Source: an optimization exercise on an open RTL-to-GDS flow (aim: small area, a short achievable clock period and few clock cycles). Production flows keep margins and buffers that such runs may drop. In this exercise RTL edits were held to simulation tests only and were not proved equivalent to the original. Power is estimated from default activity; no workload was simulated.

==> job 5159: inputs <==
==> flow/design.v (excerpt) <==
module twocan_bpk (
    input  wire         clk,
    input  wire         rst,         
    input  wire         req_valid,
    input  wire [127:0] req,
    output wire         req_ready,
    output reg          rsp_valid,
    output wire [127:0] rsp
);
    localparam BV_MAX  = 512;
    localparam TXT_MAX = 86;
    localparam OP_NOP    = 8'h00, OP_HDEC  = 8'h01, OP_HENC  = 8'h02;
    localparam OP_NEW    = 8'h20, OP_GETI  = 8'h21, OP_PUTI  = 8'h22;
    localparam OP_GETS   = 8'h23, OP_PUTS  = 8'h24, OP_PUTD  = 8'h25;
    localparam OP_TCLR   = 8'h28, OP_TPUSH = 8'h29, OP_TGET  = 8'h2A;
    localparam OP_DEC6   = 8'h30, OP_ENC6  = 8'h31, OP_A2B   = 8'h32;
    localparam OP_B2A    = 8'h33, OP_TYPE  = 8'h34;
    localparam OP_STAT   = 8'hF0, OP_RESET = 8'hFF;
    localparam ST_OK = 8'h00, ST_ILLEGAL = 8'h80, ST_PGN_RANGE = 8'h81, ST_RANGE = 8'h82;
    localparam ST_VALUE = 8'h83, ST_BAD_ARMOR = 8'h84, ST_AIS_TYPE = 8'h85, ST_UNIMPL = 8'h87;
    localparam S_IDLE = 2'd0, S_GSTR = 2'd1, S_PSTR = 2'd2;
    localparam NW = BV_MAX / 32;     
    reg [31:0]       bvw [0:NW-1];   
    reg [9:0]        bvlen;
    reg [7:0]        txt [0:TXT_MAX-1];
    reg [6:0]        txtlen;
    reg [1:0]  state;
    reg [9:0]  pos;                  
    reg [9:0]  left;                 
    reg [6:0]  gi;                   
    reg [4:0]  grp;                  
    reg [6:0]  lastnz;               
    reg [29:0] ps_buf;               
    reg        b2a_md;               
    reg        a2b_md;               
    reg [29:0] gs_buf;               
    reg [119:0] rsp_f;               
    reg [7:0]   rsp_st;
    reg         rsp_z;               
    reg         rsp_gi;              
    reg  [5:0]  rsp_gb;              
    wire [31:0] gw = rsp_f[55:24];
    reg  [31:0] gw_rev, gm;          
    integer gk;
    always @* for (gk = 0; gk < 32; gk = gk + 1) begin
        gw_rev[gk] = gw[31 - gk];
  ...
clock: 10.0 ns
lec_check: 0
cap_margin: 20
core_margin: 2
core_utilization: 25
place_density: 0.4
setup_slack_margin: 4
slew_margin: 20
tns_end_percent: 5
run.sh (not shown) runs the stock make flow with config.mk's settings and CLKGATE_MAP_FILE= SYNTH_SCRIPT=/design/flow/synth_recipe.tcl, a recipe that flattens the netlist after the stock synthesis.
==> job 3446: changes against job 5159 <==
--- a/flow/design.v
+++ b/flow/design.v
@@ -30,17 +30,21 @@
     reg [6:0]  gi;                   
     reg [4:0]  grp;                  
     reg [6:0]  lastnz;               
     reg [29:0] ps_buf;               
     reg        b2a_md;               
+    reg [9:0]  txt6;                 
+    reg [9:0]  gi6, lastnz6;         
     reg        a2b_md;               
     reg [29:0] gs_buf;               
     reg [119:0] rsp_f;               
     reg [7:0]   rsp_st;
     reg         rsp_z;               
     reg         rsp_gi;              
     reg  [5:0]  rsp_gb;              
+    reg         rsp_tg;              
+    reg  [2:0]  rsp_tl;              
     wire [31:0] gw = rsp_f[55:24];
     reg  [31:0] gw_rev, gm;          
     integer gk;
     always @* for (gk = 0; gk < 32; gk = gk + 1) begin
         gw_rev[gk] = gw[31 - gk];
@@ -48,11 +52,22 @@
     end
     wire [31:0] gv_s = gw_rev >> (~rsp_gb[4:0]);
     wire [31:0] gv   = rsp_gb[5] ? gw_rev : {1'b0, gv_s[31:1]};
     wire        gq0  = &(gw | ~gm);                          
     wire        gq1  = ~gw[0] & (&(gw[31:1] | ~gm[31:1]));   
-    wire [119:0] rsp_fo = rsp_gi ? {rsp_f[119:58], gq1, gq0, gv, rsp_f[23:0]} : rsp_f;
+    reg  [7:0]  tg_chr;
+    always @* begin
+        case (rsp_tl)
+            3'd0: tg_chr = rsp_f[63:56];
+            3'd1: tg_chr = rsp_f[55:48];
+            3'd2: tg_chr = rsp_f[47:40];
+            3'd3: tg_chr = rsp_f[39:32];
+            default: tg_chr = rsp_f[31:24];
+        endcase
+    end
+    wire [119:0] rsp_fo = rsp_gi ? {rsp_f[119:58], gq1, gq0, gv, rsp_f[23:0]} :
+                          rsp_tg ? {64'd0, 24'd0, tg_chr, rsp_f[23:0]} : rsp_f;
     assign rsp = {rsp_fo & {120{~rsp_z}}, rsp_st};
     wire idle = (state == S_IDLE);
     assign req_ready = idle;
     wire accept = req_valid && idle;
     wire [7:0]  op = req[7:0];
@@ -128,11 +143,10 @@
     endfunction
     wire [4:0] tlt;              
     generate for (g = 0; g < 5; g = g + 1) begin : g_tlt
         assign tlt[g] = gtc({5'd0, txtlen}, g);
     end endgenerate
-    wire [9:0] txt6 = {txtlen, 2'b00} + {1'b0, txtlen, 1'b0};
     localparam NG = (TXT_MAX + 4) / 5;
     reg [4:0] fa_g;              
     reg [2:0] fa_l;              
     integer dq;
     always @* begin
@@ -155,20 +169,10 @@
             end
         end
     end endgenerate
     wire [4:0]  tr_g   = idle ? fa_g : (grp + 5'd1);
     wire [39:0] tr_grp = tgrp[tr_g];
-    reg  [7:0]  tr_chr;
-    always @* begin
-        case (fa_l)
-            3'd0: tr_chr = tr_grp[39:32];
-            3'd1: tr_chr = tr_grp[31:24];
-            3'd2: tr_chr = tr_grp[23:16];
-            3'd3: tr_chr = tr_grp[15:8];
-            default: tr_chr = tr_grp[7:0];
-        endcase
-    end
     wire [15:0] dec_fa, dec_pos;
     generate for (k = 0; k < 16; k = k + 1) begin : g_dec
         assign dec_fa[k]  = (fa[8:5] == k);
         assign dec_pos[k] = (pos[8:5] == k);
     end endgenerate
@@ -243,14 +247,10 @@
     always @* for (mj = 0; mj < 32; mj = mj + 1)
         m_len[mj] = gtc({6'd0, fb[5:0]}, mj);
     wire        puti_big = |(fw & ~m_len);
     wire [5:0] typ = {bvw[0][0], bvw[0][1], bvw[0][2], bvw[0][3], bvw[0][4], bvw[0][5]};
     wire       typ_bad = (typ == 6'd0) || gtc({6'd0, typ}, 12'd27);
-    wire [19:0] b2a_mul = ({10'd0, bvlen} + 20'd5) * 20'd683;
-    wire [6:0]  b2a_m   = b2a_mul[18:12];                    
-    wire [9:0]  b2a_m6  = {b2a_m, 2'b00} + {1'b0, b2a_m, 1'b0};
-    wire [2:0]  b2a_pad = b2a_m6[2:0] - bvlen[2:0];
     wire        a2b_rng = gtc(fa, 12'd5) || (txtlen == 7'd0 && fa[2:0] != 3'd0) ||
                           (txtlen == TXT_MAX && !fa[2]);
     wire [9:0]  txt6_1 = txt6 - 10'd1, txt6_2 = txt6 - 10'd2, txt6_3 = txt6 - 10'd3;
     wire [9:0]  txt6_4 = txt6 - 10'd4, txt6_5 = txt6 - 10'd5;
     reg  [9:0]  a2b_len;
@@ -266,23 +266,23 @@
     end
     wire [31:0] raw_r =
           ({32{is_geti}} & rw)
         | ({32{is_hdec}} & {15'd0, dec_pgn})
         | ({32{is_henc}} & enc_id)
-        | ({32{is_tget}} & {24'd0, tr_chr})
+        | ({32{is_tget}} & tr_grp[31:0])
         | ({32{is_dec6}} & {26'd0, armor_val(fw[7:0])})
         | ({32{is_enc6}} & {24'd0, armor_chr(fw[5:0])})
-        | ({32{is_b2a}}  & {29'd0, b2a_pad})
         | ({32{is_type}} & {26'd0, typ});
     wire [23:0] raw_n =
           ({24{is_new}}  & {12'd0, fb})
         | ({24{is_push}} & {17'd0, txtlen + 7'd1})
         | ({24{is_tget}} & {17'd0, txtlen})
         | ({24{is_a2b}}  & {14'd0, a2b_len})
-        | ({24{is_b2a}}  & {17'd0, b2a_m});
+;
     wire [63:0] raw_q =
-          ({64{is_hdec}} & {45'd0, hb3[4:2], dec_dst, hb0});
+          ({64{is_hdec}} & {45'd0, hb3[4:2], dec_dst, hb0})
+        | ({64{is_tget}} & {56'd0, tr_grp[39:32]});
     reg ill;
     always @* begin
         case (op)
             OP_NOP, OP_TCLR, OP_B2A, OP_TYPE, OP_STAT, OP_RESET:
                       ill = !(za && zb && zw && zd);
@@ -336,43 +336,62 @@
     wire [5:0] gs_v [0:4];
     wire [4:0] gs_ok;            
     wire [4:0] gs_nz;
     generate for (k = 0; k < 5; k = k + 1) begin : g_lane
         assign gs_v[k]  = {gs_buf[6*k], gs_buf[6*k+1], gs_buf[6*k+2], gs_buf[6*k+3], gs_buf[6*k+4], gs_buf[6*k+5]};
-        assign gs_ok[k] = gtc({2'd0, ps_left}, 6 * (k + 1) - 1);
+        assign gs_ok[k] = gtc({2'd0, ps_left}, 6 * k);
         assign gs_nz[k] = gs_ok[k] && (gs_v[k] != 6'd0);
     end endgenerate
     wire       ps_last = !gtc({2'd0, ps_left}, 12'd30);
     reg  [6:0] gs_len;
+    reg  [9:0] gs_len6;
     always @* begin
         gs_len = lastnz;
-        if (gs_nz[0]) gs_len = gi + 7'd1;
-        if (gs_nz[1]) gs_len = gi + 7'd2;
-        if (gs_nz[2]) gs_len = gi + 7'd3;
-        if (gs_nz[3]) gs_len = gi + 7'd4;
-        if (gs_nz[4]) gs_len = gi + 7'd5;
+        gs_len6 = lastnz6;
+        if (gs_nz[0]) begin gs_len = gi + 7'd1; gs_len6 = gi6 + 10'd6;  end
+        if (gs_nz[1]) begin gs_len = gi + 7'd2; gs_len6 = gi6 + 10'd12; end
+        if (gs_nz[2]) begin gs_len = gi + 7'd3; gs_len6 = gi6 + 10'd18; end
+        if (gs_nz[3]) begin gs_len = gi + 7'd4; gs_len6 = gi6 + 10'd24; end
+        if (gs_nz[4]) begin gs_len = gi + 7'd5; gs_len6 = gi6 + 10'd30; end
     end
+    wire [2:0] b2a_cl = {2'd0, gtc({2'd0, left}, 0)} + {2'd0, gtc({2'd0, left}, 6)} +
+                        {2'd0, gtc({2'd0, left}, 12)} + {2'd0, gtc({2'd0, left}, 18)} +
+                        {2'd0, gtc({2'd0, left}, 24)};
+    reg  [2:0] b2a_c6l;           
+    reg  [9:0] b2a_m6;            
+    always @* begin
+        case (b2a_cl)
+            3'd1: begin b2a_c6l = 3'd6; b2a_m6 = gi6 + 10'd6;  end
+            3'd2: begin b2a_c6l = 3'd4; b2a_m6 = gi6 + 10'd12; end
+            3'd3: begin b2a_c6l = 3'd2; b2a_m6 = gi6 + 10'd18; end
+            3'd4: begin b2a_c6l = 3'd0; b2a_m6 = gi6 + 10'd24; end
+            3'd5: begin b2a_c6l = 3'd6; b2a_m6 = gi6 + 10'd30; end
+            default: begin b2a_c6l = 3'd0; b2a_m6 = gi6; end
+        endcase
+    end
+    wire [2:0] b2a_pad = b2a_c6l - left[2:0];
+    wire [6:0] b2a_m   = gi + {4'd0, b2a_cl};
     wire [29:0] ps_codes, ps_first;
     generate for (k = 0; k < 5; k = k + 1) begin : g_pc
         assign ps_codes[29 - 6*k -: 6] = (gtc({5'd0, ps_tl}, k) && gtc({5'd0, txtlen}, {5'd0, gi} + 12'd4)) ?
                                          (a2b_md ? armor_val(tr_grp[39 - 8*k -: 8]) : tr_grp[37 - 8*k -: 6]) : 6'd0;
         assign ps_first[29 - 6*k -: 6] = tlt[k] ? (is_a2b ? armor_val(txt[k]) : txt[k][5:0]) : 6'd0;
     end endgenerate
     wire        wp_en = idle ? ok_puti : (state == S_PSTR);
     wire [15:0] wp_dw = idle ? dec_fa : dec_pos;
     wire [4:0]  wp_s0 = idle ? fa[4:0] : pos[4:0];
-    wire [31:0] wl_s  = fw << (~fb[4:0]);
-    wire [31:0] wl_in = fb[5] ? fw : {wl_s[30:0], 1'b0};
-    wire [31:0] wl    = idle ? wl_in : {ps_buf, 2'b00};
+    wire [31:0] wraw  = idle ? fw : {ps_buf, 2'b00};
+    reg  [31:0] wu;
     wire [5:0]  wb    = idle ? fb[5:0] : (gtc({2'd0, left}, 12'd29) ? 6'd30 : left[5:0]);
-    reg  [31:0] wd, wm;          
+    reg  [31:0] wm;              
     integer wj;
     always @* for (wj = 0; wj < 32; wj = wj + 1) begin
-        wd[wj] = wl[31 - wj];
+        wu[wj] = wraw[31 - wj];
         wm[wj] = gtc({6'd0, wb}, wj);
     end
-    wire [63:0] wd_dbl = {wd, wd} << wp_s0;
+    wire [4:0]  wp_amt = idle ? (fa[4:0] + fb[4:0]) : pos[4:0];
+    wire [63:0] wd_dbl = {wu, wu} << wp_amt;
     wire [63:0] wm_dbl = {wm, wm} << wp_s0;
     wire [31:0] wp_rot = wd_dbl[63:32];
     wire [31:0] wm_rot = wm_dbl[63:32];
     reg  [31:0] wp_mlo, wp_mhi;
     integer wq;
@@ -417,33 +436,40 @@
         if (rst) begin
             state     <= S_IDLE;
             rsp_valid <= 1'b0;
             bvlen     <= 10'd0;
             txtlen    <= 7'd0;
+            txt6      <= 10'd0;
             any_bad_str <= 1'b0;
             any_bad_arm <= 1'b0;
         end else begin
             rsp_valid <= 1'b0;
             case (state)
                 S_IDLE: if (accept) begin
                     pos    <= is_gets ? (fa[9:0] + 10'd30) : is_b2a ? 10'd30 : is_a2b ? 10'd0 : fa[9:0];
                     gs_buf <= rw[29:0];
-                    left   <= is_b2a ? b2a_m6 : is_a2b ? a2b_len : fb[9:0];
+                    left   <= is_b2a ? bvlen : is_a2b ? a2b_len : fb[9:0];
+                    gi6    <= 10'd0;
+                    lastnz6 <= 10'd0;
                     b2a_md <= is_b2a;
                     a2b_md <= is_a2b;
                     ps_buf <= ps_first;
                     gi     <= 7'd0;
                     grp    <= 5'd0;
                     lastnz <= 7'd0;
                     if (ok_new)  bvlen  <= fb[9:0];
                     if (ok_a2b)  bvlen  <= a2b_len;
                     if (ok_tclr) txtlen <= 7'd0;
-                    if (ok_push) txtlen <= txtlen + 7'd1;
-                    if (ok_b2a)  txtlen <= b2a_m;
+                    if (ok_push) begin
+                        txtlen <= txtlen + 7'd1;
+                        txt6   <= txt6 + 10'd6;
+                    end
+                    if (ok_tclr) txt6 <= 10'd0;
                     if (ok_sres) begin
                         bvlen  <= 10'd0;
                         txtlen <= 7'd0;
+                        txt6   <= 10'd0;
                     end
                     if (ok_tclr || ok_sres || ok_gets || ok_b2a) begin
                         any_bad_str <= 1'b0;
                         any_bad_arm <= 1'b0;
                     end
@@ -454,29 +480,38 @@
                     rsp_f  <= {raw_q, raw_r, raw_n};
                     rsp_st <= st;
                     rsp_z  <= st_zero;
                     rsp_gi <= is_geti;
                     rsp_gb <= fb[5:0];
+                    rsp_tg <= is_tget;
+                    rsp_tl <= fa_l;
                     if (ok_gets || ok_b2a)
                         state <= S_GSTR;
                     else if (ok_puts || ok_a2b)
                         state <= S_PSTR;
                     else
                         rsp_valid <= 1'b1;
                 end
                 S_GSTR: begin
                     lastnz <= gs_len;
+                    lastnz6 <= gs_len6;
+                    gi6    <= gi6 + 10'd30;
                     gs_buf <= rw[29:0];
                     any_bad_str <= any_bad_str | (|lane_bs);
                     any_bad_arm <= any_bad_arm | (|lane_ba);
                     gi     <= gi + 7'd5;
                     grp    <= grp + 5'd1;
                     pos    <= pos + 10'd30;
                     left   <= left - 10'd30;
                     if (ps_last) begin
-                        if (!b2a_md) begin
+                        if (b2a_md) begin
+                            txtlen <= b2a_m;
+                            txt6   <= b2a_m6;
+                            rsp_f  <= {64'd0, 29'd0, b2a_pad, 17'd0, b2a_m};
+                        end else begin
                             txtlen <= gs_len;
+                            txt6   <= gs_len6;
                             rsp_f  <= {96'd0, 17'd0, gs_len};
                         end
                         rsp_valid <= 1'b1;
                         state     <= S_IDLE;
                     end
Settings changed: SETUP_SLACK_MARGIN 4 to 5.
==> notes <==
- Against job 5159, the flip-flop and latch count of job 3446 is higher by 33.
- Of job 5159 and job 3446, job 3446 has the higher utilization (gap 1.8 points).
- Between job 3446 and job 5159, the lower total power is in job 5159 (gap about 4%, measured against job 5159).
- Against job 5159, the worst hold slack of job 3446 is better by 0.042 ns.
- Combinational power: job 5159 is lower than job 3446 (13%).
- Of job 3446 and job 5159, job 5159 has the higher critical path depth (gap 6).
- Job 3446 completed, yet does not pass: capacitance limit, slew limit. Job 5159 finished with timing, DRC and antenna clean.
- Global-route usage: job 5159 is lower than job 3446 (0.32 points).
- In job 3446 the clock power is larger than in job 5159, by about 0.9%.
- Against job 5159, the non-clock buffer count of job 3446 is higher by 351.
- Of job 5159 and job 3446, job 3446 has the higher clock skew (gap 0.049 ns).
Testbench counts of job 5159, summed over its fixed seeds: cycles 9,926.
Testbench counts of job 3446, summed over its fixed seeds: cycles 9,926.

re-timing with driven ports:
The results above use ideal ports. As a check the final layouts listed here were re-extracted and re-timed, cells and wires unchanged. Step 1 sets driving cells, clkbuf_16 on the clock port and buf_2 on the other inputs (assumed; they add their load-dependent delay and slew). Step 2 moves the port delays by t, midway between the first and last clock arrival at a register: inputs arrive t later, outputs are due t later. That takes back most of the time a late clock gives input paths. Three values: ideal ports, drivers, drivers and shift; two values: the first two.
run	t (ns)	slack for setup (ns)	worst setup path at the end	latest minus earliest clock arrival (ns)
job 5159	0.994	3.328 / 3.328 / 2.765	input to register	0.069 / 0.069
job 3446	0.990	3.695 / 3.702 / 2.712	input to register	0.124 / 0.124
The setup slack of job 3446, which loses most, moves by +0.007 ns with the drivers and by -0.983 ns with both steps.
